What follows belongs to an exercise in optimizing a design on an open flow for small area; a production flow would make more cautious choices.
At most, simulation tests tie the RTL to the original design; equivalence was not proved.
Power figures rest on the tool's default switching activity, not on a simulated workload.

Design sdh_top, start of the top module:
module sdh_top #(
    parameter integer F_CLK = 50000000
) (
    input  wire        clk,
    input  wire        rst,
    input  wire        req_valid,
    output wire        req_ready,
    input  wire [3:0]  req_op,
    input  wire [31:0] req_arg,
    input  wire [5:0]  req_cmd,
    input  wire        req_keep,
    output reg         rsp_valid,
    output reg  [3:0]  rsp_status,
    output wire [7:0]  rsp_data,
    output wire [5:0]  rsp_cmd,
    output reg  [2:0]  rsp_shape,
    output wire [7:0]  rsp_token,
    output reg  [31:0] rsp_ext,
    output reg  [3:0]  rsp_npoll,
    output reg         rsp_busy,
    output reg         rsp_vdd_valid,
    output reg  [5:0]  rsp_vdd_low,
    output reg  [5:0]  rsp_vdd_high,
    output reg  [1:0]  rsp_va,
    output reg         sh_link,
    output reg         sh_en,
    output reg         sh_ai,
    output reg  [15:0] sh_addr,
    output reg  [2:0]  sh_cs,
    output reg         sh_fdiv_valid,
  ...
export LEC_CHECK = 0
export ABC_AREA = 1
export CAP_MARGIN = 20
export CORE_MARGIN = 2
export CORE_UTILIZATION = 40
export SLEW_MARGIN = 20
create_clock -name core_clock -period 10.0 [get_ports {clk}]
standard.sh (not shown) runs the stock make flow with config.mk's settings and CLKGATE_MAP_FILE= SYNTH_SCRIPT=/design/flow/synth_recipe.tcl, a recipe that flattens the netlist after the stock synthesis.
==> flow/flow/run.sh <==
#!/bin/bash
# The standard layout, with the smallest buffer on every input and output port
# instead of the one buffer_ports picks by default, and a clock tree of small
# buffers under one strong root buffer, without dummy loads.
set -euo pipefail
export BUFFER_PORTS_ARGS="-buffer_cell sky130_fd_sc_hd__buf_1"
export REMOVE_ABC_BUFFERS=1
export RECOVER_POWER=100
export CTS_ARGS="-sink_clustering_enable -dont_use_dummy_load -buf_list sky130_fd_sc_hd__clkbuf_8 -root_buf sky130_fd_sc_hd__clkbuf_16"
bash standard.sh > standard_flow.log 2>&1
The first run finished but failed the layout checks on max-capacitance violations, max-slew violations.
Then changed:
--- a/flow/flow/run.sh
+++ b/flow/flow/run.sh
@@ -8 +7,0 @@
-export RECOVER_POWER=100
The changed run produced a clean layout.
Global-route usage does not change.
Design area rises by 0.61%.
Non-clock buffer count does not change.
Then changed:
--- a/flow/flow/run.sh
+++ b/flow/flow/run.sh
@@ -7 +6,0 @@
-export REMOVE_ABC_BUFFERS=1
What happened: Worst setup slack improved by 0.017 ns. Clock-buffer cell count stays the same. Non-clock buffer count does not change. Area after synthesis does not change. Wire length drops by 1.7%. Critical path depth drops by 1. Global-route usage drops by 0.27 points. Combinational power is about the same. Hold slack improved by 0.012 ns. Sequential share of layout area is unchanged. Design area does not change.

========
Another version of the RTL of sdh_top (not shown whole).
Size in the first run: roughly 180 I/O pins, ~7800 um^2 of cells after synthesis.
## sdh_top
module sdh_top #(
    parameter integer F_CLK = 50000000
) (
    input  wire        clk,
    input  wire        rst,
    input  wire        req_valid,
    output wire        req_ready,
    input  wire [3:0]  req_op,
    input  wire [31:0] req_arg,
    input  wire [5:0]  req_cmd,
    input  wire        req_keep,
    output reg         rsp_valid,
    output reg  [3:0]  rsp_status,
    output wire [7:0]  rsp_data,
    output wire [5:0]  rsp_cmd,
    output reg  [2:0]  rsp_shape,
    output wire [7:0]  rsp_token,
    output reg  [31:0] rsp_ext,
    output reg  [3:0]  rsp_npoll,
    output reg         rsp_busy,
    output reg         rsp_vdd_valid,
    output reg  [5:0]  rsp_vdd_low,
    output reg  [5:0]  rsp_vdd_high,
    output reg  [1:0]  rsp_va,
    output reg         sh_link,
    output reg         sh_en,
    output reg         sh_ai,
    output reg  [15:0] sh_addr,
    output reg  [2:0]  sh_cs,
    output reg         sh_fdiv_valid,
    output reg  [7:0]  sh_fdiv,
    output wire        tx_valid,
    output reg  [7:0]  tx_data,
    input  wire        tx_ready,
    input  wire        rx_valid,
    input  wire [7:0]  rx_data,
    output wire        rx_ready
);
==> flow/config.mk <==
export PLATFORM = sky130hd
export DESIGN_NAME = sdh_top
export DESIGN_NICKNAME = sdh_top
export VERILOG_FILES = /design/flow/design.v
export SDC_FILE = /design/flow/constraint.sdc
export NUM_CORES = 4
export LEC_CHECK = 0
export ABC_AREA = 1
export CAP_MARGIN = 20
export CORE_MARGIN = 2
export CORE_UTILIZATION = 40
export SLEW_MARGIN = 20
==> flow/constraint.sdc <==
create_clock -name core_clock -period 10.0 [get_ports {clk}]
set_input_delay 2.0000 -clock core_clock [delete_from_list [all_inputs] [get_ports {clk}]]
set_output_delay 2.0000 -clock core_clock [all_outputs]
set_load 0.01 [all_outputs]
==> flow/flow/run.sh <==
#!/bin/bash
# The standard layout with three changes to how it is made:
#  - after the standard synthesis, its combinational logic is mapped again for
#    area by Yosys/ABC (flow/remap.sh); every register keeps its name and cell;
#  - every input and output port gets the smallest buffer (buf_1);
#  - the clock tree uses clkbuf_8 buffers only, without dummy loads.
# Each tool writes its full output to a log file in this folder (and ORFS's
# own logs under orfs/logs).
set -euo pipefail
export BUFFER_PORTS_ARGS="-buffer_cell sky130_fd_sc_hd__buf_1"
export REMOVE_ABC_BUFFERS=1
export CTS_ARGS="-sink_clustering_enable -dont_use_dummy_load -buf_list sky130_fd_sc_hd__clkbuf_8 -root_buf sky130_fd_sc_hd__clkbuf_8 -sink_clustering_size 16"
RES="$PWD/orfs/results/$FLOW_PLATFORM/sdh_top/base"
bash standard.sh "$RES/1_2_yosys.v" > synth_flow.log 2>&1
bash flow/remap.sh "$RES/1_2_yosys.v" > remap.log 2>&1
bash standard.sh > standard_flow.log 2>&1
Other scripts of this flow, unchanged in this note and not shown: flow/flow/remap.sh
Rerun with:
==> flow/flow/run.sh (replaced) <==
#!/bin/bash
# The standard layout with three changes to how it is made:
#  - after the standard synthesis, its combinational logic is mapped again for
#    area by Yosys/ABC (flow/remap.sh); every register keeps its name and cell;
#  - every input and output port gets the smallest buffer (buf_1);
#  - the clock tree uses clkbuf_8 leaf buffers under a clkbuf_16 root, without dummy loads.
# Each tool writes its full output to a log file in this folder (and ORFS's
# own logs under orfs/logs).
set -euo pipefail
export BUFFER_PORTS_ARGS="-buffer_cell sky130_fd_sc_hd__buf_1"
export REMOVE_ABC_BUFFERS=1
export CTS_ARGS="-sink_clustering_enable -dont_use_dummy_load -buf_list sky130_fd_sc_hd__clkbuf_8 -root_buf sky130_fd_sc_hd__clkbuf_16 -sink_clustering_buffer sky130_fd_sc_hd__clkbuf_8 -sink_clustering_size 24"
RES="$PWD/orfs/results/$FLOW_PLATFORM/sdh_top/base"
bash standard.sh "$RES/1_2_yosys.v" > synth_flow.log 2>&1
bash flow/remap.sh "$RES/1_2_yosys.v" > remap.log 2>&1
bash standard.sh > standard_flow.log 2>&1
Register-to-register slack is about the same. Count of clock-buffer cells in the layout does not change. Synthesized area is unchanged. Global-route usage barely changes. Die area stays the same. Clock power climbs by well over a third. First-iteration DRC count drops by a little under a tenth. Non-clock buffer count does not change. Cell area climbs slightly. Routed wire length hardly moves.

========
== the baseline ==
sdh_top, a different RTL version from the one above (not shown whole).
For scale: about 1100 cells after synthesis, about 7800 sq um of cells after synthesis.
Design sdh_top, start of the top module:
module sdh_top #(
    parameter integer F_CLK = 50000000
) (
    input  wire        clk,
    input  wire        rst,
    input  wire        req_valid,
    output wire        req_ready,
    input  wire [3:0]  req_op,
    input  wire [31:0] req_arg,
    input  wire [5:0]  req_cmd,
    input  wire        req_keep,
    output reg         rsp_valid,
    output reg  [3:0]  rsp_status,
    output wire [7:0]  rsp_data,
    output wire [5:0]  rsp_cmd,
    output reg  [2:0]  rsp_shape,
    output wire [7:0]  rsp_token,
    output reg  [31:0] rsp_ext,
    output reg  [3:0]  rsp_npoll,
    output reg         rsp_busy,
    output reg         rsp_vdd_valid,
    output reg  [5:0]  rsp_vdd_low,
    output reg  [5:0]  rsp_vdd_high,
    output reg  [1:0]  rsp_va,
    output reg         sh_link,
    output reg         sh_en,
    output reg         sh_ai,
    output reg  [15:0] sh_addr,
    output reg  [2:0]  sh_cs,
    output reg         sh_fdiv_valid,
    output reg  [7:0]  sh_fdiv,
    output wire        tx_valid,
    output reg  [7:0]  tx_data,
    input  wire        tx_ready,
    input  wire        rx_valid,
  ...
export LEC_CHECK = 0
export ABC_AREA = 1
export CAP_MARGIN = 20
export CORE_MARGIN = 2
export CORE_UTILIZATION = 40
export GPL_TIMING_DRIVEN = 0
export SLEW_MARGIN = 20
create_clock -name core_clock -period 10.0 [get_ports {clk}]
==> flow/flow/run.sh <==
#!/bin/bash
# The standard layout with three changes to how it is made:
#  - after the standard synthesis, its combinational logic is mapped again for
#    area by Yosys/ABC (flow/remap.sh); every register keeps its name and cell;
#  - every input and output port gets the smallest buffer (buf_1);
#  - the clock tree uses clkbuf_8 leaf buffers under a clkbuf_16 root, without dummy loads.
# Each tool writes its full output to a log file in this folder (and ORFS's
# own logs under orfs/logs).
set -euo pipefail
export BUFFER_PORTS_ARGS="-buffer_cell sky130_fd_sc_hd__buf_1"
export REMOVE_ABC_BUFFERS=1
export CTS_ARGS="-sink_clustering_enable -dont_use_dummy_load -buf_list sky130_fd_sc_hd__clkbuf_8 -root_buf sky130_fd_sc_hd__clkbuf_16 -sink_clustering_size 24"
RES="$PWD/orfs/results/$FLOW_PLATFORM/sdh_top/base"
bash standard.sh "$RES/1_2_yosys.v" > synth_flow.log 2>&1
bash flow/remap.sh "$RES/1_2_yosys.v" > remap.log 2>&1
bash standard.sh > standard_flow.log 2>&1
Other scripts of this flow, unchanged in this note and not shown: flow/flow/remap.sh
Input changes introduced in the candidate (baseline for comparison: the baseline):
- removing GPL_TIMING_DRIVEN (formerly 0)
In the candidate the final critical-path required period turned out 0.45 ns lower than in the baseline. As far as total of clock buffers placed in the layout goes, the candidate and the baseline are indistinguishable; the numbers are identical. The candidate reports a higher power density over the cells than the baseline does. Going from the baseline to the candidate, met2 wire length grows by 10%. The candidate supports a higher top clock frequency than the baseline. Cmp the candidate vs the baseline: share of the cycle needed by the critical path after routing lower in the candidate. Part of the power in combinational logic in the candidate vs the baseline: up 1.3 points. Final cell area: the candidate above the baseline. Between the baseline and the candidate, number of vias per cell is higher for the candidate, the baseline comes in under that.

========
== old ==
Another version of the RTL of sdh_top (not shown whole).
For scale: about 1000 cells after synthesis, roughly 180 I/O pins, ~7900 um^2 of cells after synthesis.
clock: 10.0 ns
lec_check: 0
abc_area: 1
cap_margin: 20
core_margin: 2
core_utilization: 40
slew_margin: 20
==> flow/flow/run.sh <==
#!/bin/bash
# The standard layout with three changes to how it is made:
#  - after the standard synthesis, its combinational logic is mapped again for
#    area by Yosys/ABC (flow/remap.sh); every register keeps its name and cell;
#  - every input and output port gets the smallest buffer (buf_1);
#  - the clock tree uses clkbuf_8 under one clkbuf_16 root, without dummy loads.
# Each tool writes its full output to a log file in this folder (and ORFS's
# own logs under orfs/logs).
set -euo pipefail
export BUFFER_PORTS_ARGS="-buffer_cell sky130_fd_sc_hd__buf_1"
export REMOVE_ABC_BUFFERS=1
export CTS_ARGS="-sink_clustering_enable -dont_use_dummy_load -buf_list sky130_fd_sc_hd__clkbuf_8 -root_buf sky130_fd_sc_hd__clkbuf_8 -sink_clustering_size 24"
RES="$PWD/orfs/results/$FLOW_PLATFORM/sdh_top/base"
bash standard.sh "$RES/1_2_yosys.v" > synth_flow.log 2>&1
bash flow/remap.sh "$RES/1_2_yosys.v" > remap.log 2>&1
bash standard.sh > standard_flow.log 2>&1
Other scripts of this flow, unchanged in this note and not shown: flow/flow/remap.sh
old finished all stages; the layout is clean.
#### Input delta (new over old)
--- a/flow/flow/run.sh
+++ b/flow/flow/run.sh
@@ -12 +12 @@
-export CTS_ARGS="-sink_clustering_enable -dont_use_dummy_load -buf_list sky130_fd_sc_hd__clkbuf_8 -root_buf sky130_fd_sc_hd__clkbuf_8 -sink_clustering_size 24"
+export CTS_ARGS="-sink_clustering_enable -dont_use_dummy_load -buf_list sky130_fd_sc_hd__clkbuf_8 -root_buf sky130_fd_sc_hd__clkbuf_16"
==> run summary <==
As far as design area is concerned, old and new perform about the same.
The number of cells on the worst hold path of new and that of old are within noise of each other.
Layout buffering overhead excluding clock cells of old is on par with new.

========
sdh_top, a different RTL version from the one above (not shown whole).
Size in the first run: ~160 flip-flops, about 12000 um2 of cells after synthesis.
make LEC_CHECK=0 ABC_AREA=1 CAP_MARGIN=20 CORE_MARGIN=2 CORE_UTILIZATION=40 SLEW_MARGIN=20 finish   # period 10.0 ns
run.sh (not shown) runs the stock make flow with config.mk's settings and CLKGATE_MAP_FILE= SYNTH_SCRIPT=/design/flow/synth_recipe.tcl, a recipe that flattens the netlist after the stock synthesis.
Stock flow here: none of the scripts above is used.
Change:
- ABC_AREA: 1 -> default
Effect: Power goes down by about 16%. Final area goes up by about 0.6%. Global-route usage shrinks by 0.65 points. Sequential cell count does not change.
No run of this note included a check of the RTL's function; only the layout flow was run.

========
RTL: one of the versions met above, not the one the previous note started from.
Size in the first run: about 1000 cells after synthesis, roughly 180 I/O pins, about 8500 µm² of cells after synthesis.
==> flow/config.mk <==
export PLATFORM = sky130hd
export DESIGN_NAME = sdh_top
export DESIGN_NICKNAME = sdh_top
export VERILOG_FILES = /design/flow/design.v
export SDC_FILE = /design/flow/constraint.sdc
export NUM_CORES = 4
export LEC_CHECK = 0
export ABC_AREA = 1
export CAP_MARGIN = 10
export CORE_MARGIN = 2
export CORE_UTILIZATION = 50
export SLEW_MARGIN = 10
==> flow/constraint.sdc <==
create_clock -name core_clock -period 10.0 [get_ports {clk}]
set_input_delay 2.0000 -clock core_clock [delete_from_list [all_inputs] [get_ports {clk}]]
set_output_delay 2.0000 -clock core_clock [all_outputs]
set_load 0.01 [all_outputs]
standard.sh (not shown) runs the stock make flow with config.mk's settings and CLKGATE_MAP_FILE= SYNTH_SCRIPT=/design/flow/synth_recipe.tcl, a recipe that flattens the netlist after the stock synthesis.
==> flow/flow/run.sh <==
#!/bin/bash
# The standard layout with three changes to how it is made:
#  - after the standard synthesis, its combinational logic is mapped again for
#    area by Yosys/ABC (flow/remap.sh); every register keeps its name and cell;
#  - every input and output port gets the smallest buffer (buf_1);
#  - the clock tree uses clkbuf_8 under one clkbuf_16 root, without dummy loads.
# Each tool writes its full output to a log file in this folder (and ORFS's
# own logs under orfs/logs).
set -euo pipefail
export BUFFER_PORTS_ARGS="-buffer_cell sky130_fd_sc_hd__buf_1"
export REMOVE_ABC_BUFFERS=1
export CTS_ARGS="-sink_clustering_enable -dont_use_dummy_load -buf_list sky130_fd_sc_hd__clkbuf_8 -root_buf sky130_fd_sc_hd__clkbuf_16"
RES="$PWD/orfs/results/$FLOW_PLATFORM/sdh_top/base"
bash standard.sh "$RES/1_2_yosys.v" > synth_flow.log 2>&1
bash flow/remap.sh "$RES/1_2_yosys.v" > remap.log 2>&1
bash standard.sh > standard_flow.log 2>&1
==> flow/flow/remap.sh <==
#!/bin/bash
# Map the combinational logic of a synthesized netlist again, for area, with
# Yosys's ABC; registers (and tie cells) are kept as they are, as black boxes.
set -euo pipefail
NET="$1"
LIB="$FLOW_HOME/platforms/sky130hd/lib/sky130_fd_sc_hd__tt_025C_1v80.lib"
DONT_USE="sky130_fd_sc_hd__probe_p_8 sky130_fd_sc_hd__probec_p_8 sky130_fd_sc_hd__lpflow_bleeder_1
 sky130_fd_sc_hd__lpflow_clkbufkapwr_1 sky130_fd_sc_hd__lpflow_clkbufkapwr_16
 sky130_fd_sc_hd__lpflow_clkbufkapwr_2 sky130_fd_sc_hd__lpflow_clkbufkapwr_4
 sky130_fd_sc_hd__lpflow_clkbufkapwr_8 sky130_fd_sc_hd__lpflow_clkinvkapwr_1
 sky130_fd_sc_hd__lpflow_clkinvkapwr_16 sky130_fd_sc_hd__lpflow_clkinvkapwr_2
 sky130_fd_sc_hd__lpflow_clkinvkapwr_4 sky130_fd_sc_hd__lpflow_clkinvkapwr_8
 sky130_fd_sc_hd__lpflow_decapkapwr_12 sky130_fd_sc_hd__lpflow_decapkapwr_3
 sky130_fd_sc_hd__lpflow_decapkapwr_4 sky130_fd_sc_hd__lpflow_decapkapwr_6
 sky130_fd_sc_hd__lpflow_decapkapwr_8 sky130_fd_sc_hd__lpflow_inputiso0n_1
 sky130_fd_sc_hd__lpflow_inputiso0p_1 sky130_fd_sc_hd__lpflow_inputiso1n_1
 sky130_fd_sc_hd__lpflow_inputiso1p_1 sky130_fd_sc_hd__lpflow_inputisolatch_1
 sky130_fd_sc_hd__lpflow_isobufsrc_1 sky130_fd_sc_hd__lpflow_isobufsrc_16
 sky130_fd_sc_hd__lpflow_isobufsrc_2 sky130_fd_sc_hd__lpflow_isobufsrc_4
 sky130_fd_sc_hd__lpflow_isobufsrc_8 sky130_fd_sc_hd__lpflow_isobufsrckapwr_16
 sky130_fd_sc_hd__lpflow_lsbuf_lh_hl_isowell_tap_1 sky130_fd_sc_hd__lpflow_lsbuf_lh_hl_isowell_tap_2
 sky130_fd_sc_hd__lpflow_lsbuf_lh_hl_isowell_tap_4 sky130_fd_sc_hd__lpflow_lsbuf_lh_isowell_4
 sky130_fd_sc_hd__lpflow_lsbuf_lh_isowell_tap_1 sky130_fd_sc_hd__lpflow_lsbuf_lh_isowell_tap_2
 sky130_fd_sc_hd__lpflow_lsbuf_lh_isowell_tap_4"
DU=""
for c in $DONT_USE; do DU="$DU -dont_use $c"; done
# cells kept whole: flip-flops, latches and tie cells
KEEP=$(grep -o 'sky130_fd_sc_hd__[a-z0-9_]*' "$NET" | sort -u | grep -E '__(e?s?df|dl|conb)' | tr '\n' ' ')
cp "$NET" remap_in.v
cat > remap.ys <<EOS
read_liberty -ignore_miss_func $LIB
read_verilog remap_in.v
hierarchy -top $FLOW_TOP
setattr -mod -set keep_hierarchy 1 $KEEP
flatten
# the pins of the flattened cells are wires of their own; drop those names
rename -hide w:*.*
opt_clean -purge
abc -liberty $LIB $DU -script +strash;dc2;&get,-n;&dch,-f;&nf,-R,1000;&put
opt_clean -purge
hilomap -singleton -hicell sky130_fd_sc_hd__conb_1 HI -locell sky130_fd_sc_hd__conb_1 LO
insbuf -buf sky130_fd_sc_hd__buf_1 A X
splitnets
opt_clean -purge
select $FLOW_TOP
stat -liberty $LIB
write_verilog -selected -noattr -nohex -nodec remap_out.v
EOS
yosys -l remap_yosys.log -q remap.ys
# the registers must be exactly the ones of the standard synthesis
regs() { grep -oE 'sky130_fd_sc_hd__(e?s?df|dl)[a-z0-9_]* +[^ (]+' "$1" | sort; }
if [[ "$(regs remap_in.v)" != "$(regs remap_out.v)" ]]; then
  echo "remap changed the registers; keeping the standard netlist"
  exit 0
fi
cp remap_out.v "$NET"
echo "remapped"
Then changed:
--- a/flow/flow/remap.sh
+++ b/flow/flow/remap.sh
@@ -35,6 +35,4 @@
 flatten
-# the pins of the flattened cells are wires of their own; drop those names
-rename -hide w:*.*
 opt_clean -purge
-abc -liberty $LIB $DU -script +strash;dc2;&get,-n;&dch,-f;&nf,-R,1000;&put
+abc -liberty $LIB $DU
 opt_clean -purge
- CAP_MARGIN: 10 -> 20
- CORE_UTILIZATION: 50 -> 40
- SLEW_MARGIN: 10 -> 20
After rerunning:
- hold slack is about the same
- total power came out higher by 84%
- synthesized area came out higher by 4.9%
Then changed:
--- a/flow/flow/remap.sh
+++ b/flow/flow/remap.sh
@@ -35,4 +35,6 @@
 flatten
+# the pins of the flattened cells are wires of their own; drop those names
+rename -hide w:*.*
 opt_clean -purge
-abc -liberty $LIB $DU
+abc -liberty $LIB $DU -script +strash;dc2;&get,-n;&dch,-f;&nf,-R,1000;&put
 opt_clean -purge
Result: The new run ran to the end with no violations. Sequential power went down by a quarter to a third. Setup slack is worse by 0.25 ns. Synthesized cell count went down by a few percent. Clock skew went down by 0.016 ns. Via count went down by a few percent.

-- afterwards: timing with drivers on the ports --
Ports are ideal in the flow. The routed layouts listed here were re-timed in OpenROAD.
Step 1 sets driving cells, clkbuf_16 on the clock port and buf_2 on the other inputs (assumed; they add their load-dependent delay and slew).
Step 2 also shifts input and output timing later by t, the mid clock arrival at the registers, as if the neighbouring blocks saw the same clock.
Three values: no drivers, after step 1, after step 2; two values: the first two.
run | shift t [ns] | slack for setup (ns) | slew at the worst register clock pin (ns) | pins driven straight from the clock port
the first run of note 1 | 0.431 | 3.845 / 3.845 / 3.845 | 0.11 / 0.11 | 1
the second run of note 1 | 0.432 | 5.136 / 5.090 / 5.148 | 0.11 / 0.11 | 1
the third run of note 1 | 0.423 | 5.153 / 5.107 / 5.125 | 0.10 / 0.10 | 1
the first run of note 2 | 0.436 | 2.307 / 2.307 / 2.307 | 0.12 / 0.12 | 1
the second run of note 2 | 0.401 | 2.297 / 2.297 / 2.297 | 0.08 / 0.08 | 1
the baseline | 0.400 | 2.679 / 2.679 / 2.679 | 0.08 / 0.08 | 1
the candidate | 0.412 | 3.132 / 3.132 / 3.132 | 0.08 / 0.08 | 1
old | 0.487 | 3.641 / 3.641 / 3.641 | 0.09 / 0.09 | 1
new | 0.419 | 3.608 / 3.608 / 3.608 | 0.08 / 0.08 | 1
the first run of note 5 | 0.492 | 4.317 / 4.268 / 4.760 | 0.08 / 0.08 | 1
the second run of note 5 | 0.483 | 3.766 / 3.715 / 4.198 | 0.08 / 0.08 | 1
the first run of note 6 | 0.422 | 3.856 / 3.856 / 3.856 | 0.09 / 0.09 | 1
the second run of note 6 | 0.421 | 4.008 / 4.008 / 4.008 | 0.10 / 0.10 | 1
the third run of note 6 | 0.418 | 3.757 / 3.757 / 3.757 | 0.09 / 0.09 | 1
The setup slack of the third run of note 1, which loses most, moves by -0.046 ns with the drivers and by -0.028 ns with both steps.
